What follows belongs to an exercise in optimizing a design on an open flow for small area and few clock cycles; a production flow would make more cautious choices.
In this exercise RTL edits were held to simulation tests only and were not proved equivalent to the original.
Power and IR drop assume default switching activity.

==> run a <==
Design lasc_ctrl, start of the top module:
module lasc_ctrl (
    input  wire        clk,
    input  wire        rst,           
    input  wire        op_valid,
    input  wire [31:0] op_word,
    output wire        op_ready,
    output wire        rsp_valid,
    output wire [1:0]  rsp_code,      
    output reg         act_valid,
    output reg  [3:0]  act_kind,
    output reg  [15:0] act_data,
    input  wire [7:0]  st_rdata,
    input  wire        st_wfail,
    output reg         booted,
    output reg  [2:0]  mode,
    output reg         scan_active,
    output reg         scan_done,
    output reg  [1:0]  scan_result,
    output reg         flash_armed,
    output wire [7:0]  intensity,
    output reg         ind,
    output reg         cfg_err,
    output wire [13:0] patch,
    output wire [13:0] work,
    output reg  [3:0]  channel,
    output reg  [2:0]  range,
    output reg         zero_based
);
Settings: LEC_CHECK=0, CAP_MARGIN=0, CORE_MARGIN=2, CORE_UTILIZATION=70, PLACE_DENSITY=0.85, SLEW_MARGIN=0; clock period 10.0 ns.
standard.sh (not shown) runs the stock make flow with config.mk's settings and CLKGATE_MAP_FILE= SYNTH_SCRIPT=/design/flow/synth_recipe.tcl, a recipe that flattens the netlist after the stock synthesis.
==> flow/flow/run.sh <==
#!/bin/bash
# The standard layout (standard.sh), with these changes to how the layout is made:
#  - ABC maps all logic, adders included, for area (flow/abc_map.script) instead of
#    the speed script and the adder cell map; registers are mapped before ABC runs,
#    so they are the standard synthesis's own;
#  - the port buffers are the smallest buffer cell;
#  - clock tree: clkbuf_4 buffers under a clkbuf_8 root, small sink clusters, no dummy loads.
set -euo pipefail
cd "$(dirname "$0")/.."
rm -rf scripts_area
cp -r "$FLOW_HOME/scripts" scripts_area
cp flow/abc_map.script scripts_area/abc_speed.script
export SCRIPTS_DIR="$PWD/scripts_area"
export ADDER_MAP_FILE=
export BUFFER_PORTS_ARGS="-buffer_cell sky130_fd_sc_hd__buf_1"
export CTS_ARGS="-sink_clustering_enable -repair_clock_nets -dont_use_dummy_load -sink_clustering_size 12 -sink_clustering_max_diameter 40 -buf_list sky130_fd_sc_hd__clkbuf_4 -root_buf sky130_fd_sc_hd__clkbuf_8"
bash standard.sh > standard_flow.log 2>&1
==> flow/flow/abc_map.script <==
&get -n
&st
&deepsyn -T 20
&dc2
&dch -f
&nf -R 1000 -p -F 8 -A 8 -C 32
&st
&dc2
&dch -f
&nf -R 1000 -p -F 8 -A 8 -C 32
&put
==> run b: changes against run a <==
==> flow/flow/run.sh (replaced) <==
#!/bin/bash
# The standard layout (standard.sh), with these changes to how the layout is made:
#  - ABC maps all logic, adders included, for area (flow/abc_map.script) instead of
#    the speed script and the adder cell map; registers are mapped before ABC runs,
#    so they are the standard synthesis's own;
#  - the port buffers are the smallest buffer cell.
set -euo pipefail
cd "$(dirname "$0")/.."
rm -rf scripts_area
cp -r "$FLOW_HOME/scripts" scripts_area
cp flow/abc_map.script scripts_area/abc_speed.script
export SCRIPTS_DIR="$PWD/scripts_area"
export ADDER_MAP_FILE=
export BUFFER_PORTS_ARGS="-buffer_cell sky130_fd_sc_hd__buf_1"
bash standard.sh > standard_flow.log 2>&1
==> flow/flow/abc_map.script (replaced) <==
&get -n
&st
&dc2
&dch -f
&nf -R 1000 -p -F 8 -A 8 -C 32
&st
&dc2
&dch -f
&nf -R 1000 -p -F 8 -A 8 -C 32
&put
==> flow/config.mk (replaced) <==
export PLATFORM = sky130hd
export DESIGN_NAME = lasc_ctrl
export DESIGN_NICKNAME = lasc_ctrl
export VERILOG_FILES = /design/flow/design.v
export SDC_FILE = /design/flow/constraint.sdc
export NUM_CORES = 4
export LEC_CHECK = 0
export CAP_MARGIN = 20
export CORE_MARGIN = 2
export CORE_UTILIZATION = 40
export CTS_BUF_LIST = sky130_fd_sc_hd__clkbuf_8
export CTS_CLUSTER_DIAMETER = 60
export CTS_CLUSTER_SIZE = 24
export PLACE_DENSITY = 0.6
export SLEW_MARGIN = 20
==> run c: changes against run a <==
==> flow/flow/run.sh (replaced) <==
#!/bin/bash
# The standard layout (standard.sh), with these changes to how the layout is made:
#  - ABC maps all logic, adders included, for area (flow/abc_map.script) instead of
#    the speed script and the adder cell map; registers are mapped before ABC runs,
#    so they are the standard synthesis's own;
#  - the port buffers are the smallest buffer cell;
#  - clock tree: clkbuf_8 buffers, small sink clusters, no dummy loads.
set -euo pipefail
cd "$(dirname "$0")/.."
rm -rf scripts_area
cp -r "$FLOW_HOME/scripts" scripts_area
cp flow/abc_map.script scripts_area/abc_speed.script
export SCRIPTS_DIR="$PWD/scripts_area"
export ADDER_MAP_FILE=
export BUFFER_PORTS_ARGS="-buffer_cell sky130_fd_sc_hd__buf_1"
export CTS_ARGS="-sink_clustering_enable -repair_clock_nets -dont_use_dummy_load -sink_clustering_size 16 -sink_clustering_max_diameter 60 -buf_list sky130_fd_sc_hd__clkbuf_8"
bash standard.sh > standard_flow.log 2>&1
==> flow/config.mk (replaced) <==
export PLATFORM = sky130hd
export DESIGN_NAME = lasc_ctrl
export DESIGN_NICKNAME = lasc_ctrl
export VERILOG_FILES = /design/flow/design.v
export SDC_FILE = /design/flow/constraint.sdc
export NUM_CORES = 4
export LEC_CHECK = 0
export CAP_MARGIN = 20
export CORE_MARGIN = 2
export CORE_UTILIZATION = 40
export PLACE_DENSITY = 0.6
export SLEW_MARGIN = 20
==> run d: changes against run a <==
--- a/flow/design.v
+++ b/flow/design.v
@@ -42,23 +42,23 @@
                M_NORMAL  = 3'd3, M_MODE2 = 3'd4;
     localparam EV_NONE = 2'd0, EV_UP = 2'd1, EV_DOWN = 2'd2, EV_MODE = 2'd3;
     localparam SW_REL = 2'd0, SW_UNC = 2'd1, SW_CONF = 2'd2;
     localparam A_INIT = 4'd1, A_SETINT = 4'd2, A_SHOWCR = 4'd3, A_SHOWP = 4'd4,
                A_SHOWZB = 4'd5, A_MIDI = 4'd6, A_UNLOCK = 4'd7, A_LOCK = 4'd8,
                A_READ = 4'd9, A_WRITE = 4'd10;
     localparam R_DONE = 2'd0, R_HOLD = 2'd1, R_REFUSED = 2'd2;
-    localparam S_IDLE   = 5'b00000,
-               S_INIT   = 5'b00001,
-               S_R0     = 5'b01000, S_R1 = 5'b01001, S_R2 = 5'b01010, S_R3 = 5'b01011, S_R4 = 5'b01100,
-               S_W0     = 5'b10000, S_W1 = 5'b10001, S_W2 = 5'b10010, S_W3 = 5'b10011, S_W4 = 5'b10100,
-               S_CXINT  = 5'b00010,
-               S_UNL0   = 5'b00011, S_UNL2 = 5'b00100, S_LOCK = 5'b00101,
-               S_B0     = 5'b11000, S_B1 = 5'b11001, S_B2 = 5'b11010, S_PC = 5'b11011, S_PN = 5'b11100,
-               S_SHOWP  = 5'b00110,
-               S_INTL   = 5'b00111, S_SHOWCR = 5'b01101, S_SHOWZB = 5'b01110, S_SHOWW = 5'b01111;
+    localparam S_IDLE   = 5'd0,
+               S_INIT   = 5'd1,
+               S_R0     = 5'd2,  S_R1 = 5'd3, S_R4 = 5'd4, S_R2 = 5'd5, S_R3 = 5'd6,
+               S_CXINT  = 5'd7,
+               S_UNL0   = 5'd8,  S_W0 = 5'd9, S_W1 = 5'd10, S_W4 = 5'd11,
+               S_UNL2   = 5'd12, S_W2 = 5'd13, S_W3 = 5'd14, S_LOCK = 5'd15,
+               S_B0     = 5'd16, S_B1 = 5'd17, S_B2 = 5'd18, S_PC = 5'd19, S_PN = 5'd20,
+               S_SHOWP  = 5'd21,
+               S_INTL   = 5'd22, S_SHOWCR = 5'd23, S_SHOWZB = 5'd24, S_SHOWW = 5'd25;
     function [15:0] inc16;
         input [15:0] a;
         input        ci;
         integer i;
         reg c;
         begin
             c = ci;
@@ -270,61 +270,55 @@
             patch_r <= 10'd0;
             work_r  <= 10'd0;
         end else begin
             if (we_patch) patch_r <= p_new;
             if (we_work)  work_r  <= p_new;
         end
     end
-    wire [2:0] s_off = seq[2:0];
+    reg [2:0] s_off;
+    always @(*) begin
+        case (seq)
+            S_R0, S_W0: s_off = 3'd0;
+            S_R1, S_W1: s_off = 3'd1;
+            S_R2, S_W2: s_off = 3'd2;
+            S_R3, S_W3: s_off = 3'd3;
+            default:    s_off = 3'd4;
+        endcase
+    end
     reg [7:0] s_byte;
     always @(*) begin
         case (s_off)
             3'd0:    s_byte = {4'd0, channel};
             3'd1:    s_byte = {5'd0, range};
             3'd2:    s_byte = {6'd0, patch_r[9:8]};
             3'd3:    s_byte = patch_r[7:0];
             default: s_byte = {7'd0, zero_based};
         endcase
     end
     wire rd_ne = (st_rdata != s_byte);
-    wire [7:0] x5 = st_rdata;
-    wire ca = x5[0] & x5[4];
-    wire [2:0] m5a = {(x5[1] & x5[5]) | (ca & (x5[1] ^ x5[5])), x5[1] ^ x5[5] ^ ca, x5[0] ^ x5[4]};
-    wire cb = x5[2] & x5[6];
-    wire [2:0] m5b = ~{(x5[3] & x5[7]) | (cb & (x5[3] ^ x5[7])), x5[3] ^ x5[7] ^ cb, x5[2] ^ x5[6]};
-    wire [3:0] m5v;
-    wire [3:0] m5c;
+    wire [3:0] m5h = st_rdata[7:4], m5l = st_rdata[3:0];
+    wire [4:0] m5s;
+    wire [4:0] m5c;
     assign m5c[0] = 1'b0;
     genvar gi;
     generate
-        for (gi = 0; gi < 3; gi = gi + 1) begin : g_m5
-            assign m5v[gi]   = m5a[gi] ^ m5b[gi] ^ m5c[gi];
-            assign m5c[gi+1] = (m5a[gi] & m5b[gi]) | (m5c[gi] & (m5a[gi] ^ m5b[gi]));
+        for (gi = 0; gi < 4; gi = gi + 1) begin : g_m5
+            assign m5s[gi]   = m5h[gi] ^ m5l[gi] ^ m5c[gi];
+            assign m5c[gi+1] = (m5h[gi] & m5l[gi]) | (m5c[gi] & (m5h[gi] ^ m5l[gi]));
         end
     endgenerate
-    assign m5v[3] = m5c[3];
+    assign m5s[4] = m5c[4];
     reg  [2:0] m5;
     always @(*) begin
-        case (m5v)
-            4'd0: m5 = 3'd3;
-            4'd1: m5 = 3'd4;
-            4'd2: m5 = 3'd0;
-            4'd3: m5 = 3'd1;
-            4'd4: m5 = 3'd2;
-            4'd5: m5 = 3'd3;
-            4'd6: m5 = 3'd4;
-            4'd7: m5 = 3'd0;
-            4'd8: m5 = 3'd1;
-            4'd9: m5 = 3'd2;
-            4'd10: m5 = 3'd3;
-            4'd11: m5 = 3'd4;
-            4'd12: m5 = 3'd0;
-            4'd13: m5 = 3'd1;
-            4'd14: m5 = 3'd2;
-            4'd15: m5 = 3'd3;
+        case (m5s)
+            5'd0, 5'd5, 5'd10, 5'd15, 5'd20, 5'd25, 5'd30: m5 = 3'd0;
+            5'd1, 5'd6, 5'd11, 5'd16, 5'd21, 5'd26, 5'd31: m5 = 3'd1;
+            5'd2, 5'd7, 5'd12, 5'd17, 5'd22, 5'd27:        m5 = 3'd2;
+            5'd3, 5'd8, 5'd13, 5'd18, 5'd23, 5'd28:        m5 = 3'd3;
+            default:                                       m5 = 3'd4;
         endcase
     end
     wire [3:0] ch_step;
     wire [4:0] ch_c;
     assign ch_c[0] = 1'b1;
     generate
         for (gi = 0; gi < 4; gi = gi + 1) begin : g_ch
==> flow/flow/run.sh (replaced) <==
#!/bin/bash
# The standard layout (standard.sh), with two changes to how the layout is made:
#  - ABC maps the logic for area (flow/abc_map.script) instead of the speed script;
#    registers are mapped before ABC runs, so they are the standard synthesis's own;
#  - the port buffers are the smallest buffer cell.
set -euo pipefail
cd "$(dirname "$0")/.."
rm -rf scripts_area
cp -r "$FLOW_HOME/scripts" scripts_area
cp flow/abc_map.script scripts_area/abc_speed.script
export SCRIPTS_DIR="$PWD/scripts_area"
export BUFFER_PORTS_ARGS="-buffer_cell sky130_fd_sc_hd__buf_1"
bash standard.sh > standard_flow.log 2>&1
==> flow/flow/abc_map.script (replaced) <==
&get -n
&st
&dc2
&dch -f
&nf -R 1000 -p -F 8 -A 8 -C 32
&st
&dc2
&dch -f
&nf -R 1000 -p -F 8 -A 8 -C 32
&put
==> flow/config.mk (replaced) <==
export PLATFORM = sky130hd
export DESIGN_NAME = lasc_ctrl
export DESIGN_NICKNAME = lasc_ctrl
export VERILOG_FILES = /design/flow/design.v
export SDC_FILE = /design/flow/constraint.sdc
export NUM_CORES = 4
export LEC_CHECK = 0
export CAP_MARGIN = 20
export CORE_MARGIN = 2
export CORE_UTILIZATION = 40
export CTS_BUF_LIST = sky130_fd_sc_hd__clkbuf_8
export PLACE_DENSITY = 0.6
export SLEW_MARGIN = 20
==> comparison table <==
Data arrival time of the worst path: run a 6.46 ns; run d 6.51 ns; run c 6.69 ns; run b 7.09 ns
Slew margin rel.: run a 0.234; run d 0.352; run c 0.196; run b 0.307
Pre-CTS setup slack: run a 1.68 ns; run d 1.56 ns; run c 1.45 ns; run b 1.08 ns
Signal buffers share of area: run a 0.0400; run d 0.0362; run c 0.0422; run b 0.0419
Number of clock buffers in the layout: run a 27; run d 45; run c 21; run b 23
Post-synthesis mux area share: run a 0.0159; run d 0.0170; run c 0.0159; run b 0.0158
Compound-gate portion of the synthesized area: run a 0.223; run d 0.158; run c 0.223; run b 0.194
Stage delay of the slowest cell on the critical path: run a 0.51 ns; run d 0.56 ns; run c 0.61 ns; run b 0.57 ns
Maximum level of the CTS H-tree: run a 1; run d 2; run c 1; run b 1
Run status: run a finished clean; run d finished clean; run c finished clean; run b finished clean
Final instance count without filler cells: run a 1638; run d 1887; run c 1785; run b 1870
Via count normalized by instance count: run a 6.50; run d 5.45; run c 5.81; run b 5.68
Register fraction of the total cell area: run a 0.383; run d 0.330; run c 0.374; run b 0.360
Power consumed by sequential cells: run a 0.858 mW; run d 0.866 mW; run c 0.858 mW; run b 0.853 mW
Number of different library cells in the post-synthesis netlist: run a 59; run d 61; run c 59; run b 57
Testbench counts of run a, summed over its fixed seeds: cycles 277,456.
Testbench counts of run b, summed over its fixed seeds: cycles 277,456.
Testbench counts of run c, summed over its fixed seeds: cycles 277,456.
Testbench counts of run d, summed over its fixed seeds: cycles 277,456.

---

==> juniper: inputs <==
lasc_ctrl again, from the RTL that the note above started with.
export LEC_CHECK = 0
export CAP_MARGIN = 0
export CORE_MARGIN = 2
export CORE_UTILIZATION = 60
export PLACE_DENSITY = 0.75
export SLEW_MARGIN = 0
create_clock -name core_clock -period 10.0 [get_ports {clk}]
==> flow/flow/run.sh <==
#!/bin/bash
# The standard layout (standard.sh), with these changes to how the layout is made:
#  - ABC maps all logic, adders included, for area (flow/abc_map.script) instead of
#    the speed script and the adder cell map; registers are mapped before ABC runs,
#    so they are the standard synthesis's own;
#  - the port buffers are the smallest buffer cell;
#  - clock tree: clkbuf_8 buffers, small sink clusters, no dummy loads.
set -euo pipefail
cd "$(dirname "$0")/.."
rm -rf scripts_area
cp -r "$FLOW_HOME/scripts" scripts_area
cp flow/abc_map.script scripts_area/abc_speed.script
export SCRIPTS_DIR="$PWD/scripts_area"
export ADDER_MAP_FILE=
export BUFFER_PORTS_ARGS="-buffer_cell sky130_fd_sc_hd__buf_1"
export CTS_ARGS="-sink_clustering_enable -repair_clock_nets -dont_use_dummy_load -sink_clustering_size 16 -sink_clustering_max_diameter 60 -buf_list sky130_fd_sc_hd__clkbuf_8"
bash standard.sh > standard_flow.log 2>&1
==> flow/flow/abc_map.script <==
&get -n
&st
&deepsyn -T 20
&dc2
&dch -f
&nf -R 1000 -p -F 8 -A 8 -C 32
&st
&dc2
&dch -f
&nf -R 1000 -p -F 8 -A 8 -C 32
&put
==> inputs of pepper, as changes to juniper <==
==> flow/flow/run.sh (replaced) <==
#!/bin/bash
# The standard layout (standard.sh), with these changes to how the layout is made:
#  - ABC maps all logic, adders included, for area (flow/abc_map.script) instead of
#    the speed script and the adder cell map; registers are mapped before ABC runs,
#    so they are the standard synthesis's own;
#  - the port buffers are the smallest buffer cell.
set -euo pipefail
cd "$(dirname "$0")/.."
rm -rf scripts_area
cp -r "$FLOW_HOME/scripts" scripts_area
cp flow/abc_map.script scripts_area/abc_speed.script
export SCRIPTS_DIR="$PWD/scripts_area"
export ADDER_MAP_FILE=
export BUFFER_PORTS_ARGS="-buffer_cell sky130_fd_sc_hd__buf_1"
bash standard.sh > standard_flow.log 2>&1
==> flow/flow/abc_map.script (replaced) <==
&get -n
&st
&dc2
&dch -f
&nf -R 1000 -p -F 8 -A 8 -C 32
&st
&dc2
&dch -f
&nf -R 1000 -p -F 8 -A 8 -C 32
&put
--- a/flow/config.mk
+++ b/flow/config.mk
@@ -6,7 +6,10 @@
 export NUM_CORES = 4
 export LEC_CHECK = 0
-export CAP_MARGIN = 0
+export CAP_MARGIN = 20
 export CORE_MARGIN = 2
-export CORE_UTILIZATION = 60
-export PLACE_DENSITY = 0.75
-export SLEW_MARGIN = 0
+export CORE_UTILIZATION = 40
+export CTS_BUF_LIST = sky130_fd_sc_hd__clkbuf_8
+export CTS_CLUSTER_DIAMETER = 60
+export CTS_CLUSTER_SIZE = 16
+export PLACE_DENSITY = 0.6
+export SLEW_MARGIN = 20
==> qor summary <==
Outcome: juniper complete, no violations; pepper complete, no violations
Synth Area in Compound Gates: juniper 22.3%; pepper 19.4%
Power in sequential cells: juniper 857 uW; pepper 852 uW
Latest clock arrival within the worst-skew pair: juniper 0.52 ns; pepper 0.55 ns
Clock-pin slew on the worst setup and hold paths: juniper 0.10 ns; pepper 0.09 ns
Worst rel slew slack: juniper 22.5%; pepper 28.8%
Critical Path Stages: juniper 17; pepper 19
Number of rows in the core area: juniper 48; pepper 60
Power per Cell Area: juniper 118 nW/um^2; pepper 129 nW/um^2
Core utilization of the finished layout: juniper 67.0%; pepper 45.8%
Internal power component: juniper 1040 uW; pepper 1190 uW
Number of instances in the synthesized netlist: juniper 1,313; pepper 1,371
Inserted tap cell count: juniper 225; pepper 341
Hold Crit Endpoint: juniper sw_st1[0]; pepper delay_cnt[15]
Most numerous cell in the Yosys netlist: juniper dfxtp_1; pepper nor2_1
Number of non-clock inverters: juniper 39; pepper 33
Basic-gate share of the synthesized area counting and, or, nand and nor cells: juniper 26.8%; pepper 30.1%
Depth of the worst register-to-register path: juniper 26; pepper 22
Fraction of the yosys area taken by sequential cells: juniper 41.4%; pepper 40.5%
Buffers plus inverters on the worst setup path: juniper 2; pepper 4
Part of the power in registers: juniper 62.3%; pepper 53.5%
Detailed placer's ending HPWL: juniper 21,900 um; pepper 23,900 um
Syn_area_per_cell: juniper 8.15 sq um; pepper 7.96 sq um
Count of vias placed by the detailed router: juniper 10.4k; pepper 10.6k
Startpoint of the most critical setup path: juniper op_word[27]; pepper op_word[25]
Testbench counts of juniper, summed over its fixed seeds: cycles 277,456.
Testbench counts of pepper, summed over its fixed seeds: cycles 277,456.

afterwards: timing with drivers on the ports:
No port has a modelled driver above. Below, the same layouts with a new extraction and two added sets of constraints. Step 1 (the two cells are an assumption about what drives the block):
set clk [get_ports {clk}]
set_driving_cell -lib_cell sky130_fd_sc_hd__clkbuf_16 $clk
set_driving_cell -lib_cell sky130_fd_sc_hd__buf_2 [delete_from_list [all_inputs] $clk]
Step 2, shift: input delay + t, output delay - t, t = (earliest + latest rising clock arrival at the registers) / 2. This alone moves slack from input paths to output paths. a / b / c = no drivers / after step 1 / after step 2; a / b = the first two.
run | t (ns) | setup WS [ns] | clock arrival spread, ns
run a | 0.558 | 1.541 / 1.520 / 1.520 | 0.052 / 0.053
run b | 0.584 | 0.911 / 0.889 / 0.889 | 0.025 / 0.026
run c | 0.561 | 1.308 / 1.288 / 1.288 | 0.049 / 0.049
run d | 0.579 | 1.491 / 1.470 / 1.470 | 0.020 / 0.019
juniper | 0.543 | 1.421 / 1.401 / 1.401 | 0.035 / 0.034
pepper | 0.581 | 0.946 / 0.925 / 0.925 | 0.021 / 0.021
After both steps setup and hold are still met in every run listed. The setup slack of run b, which loses most, moves by -0.022 ns with the drivers and by -0.022 ns with both steps.
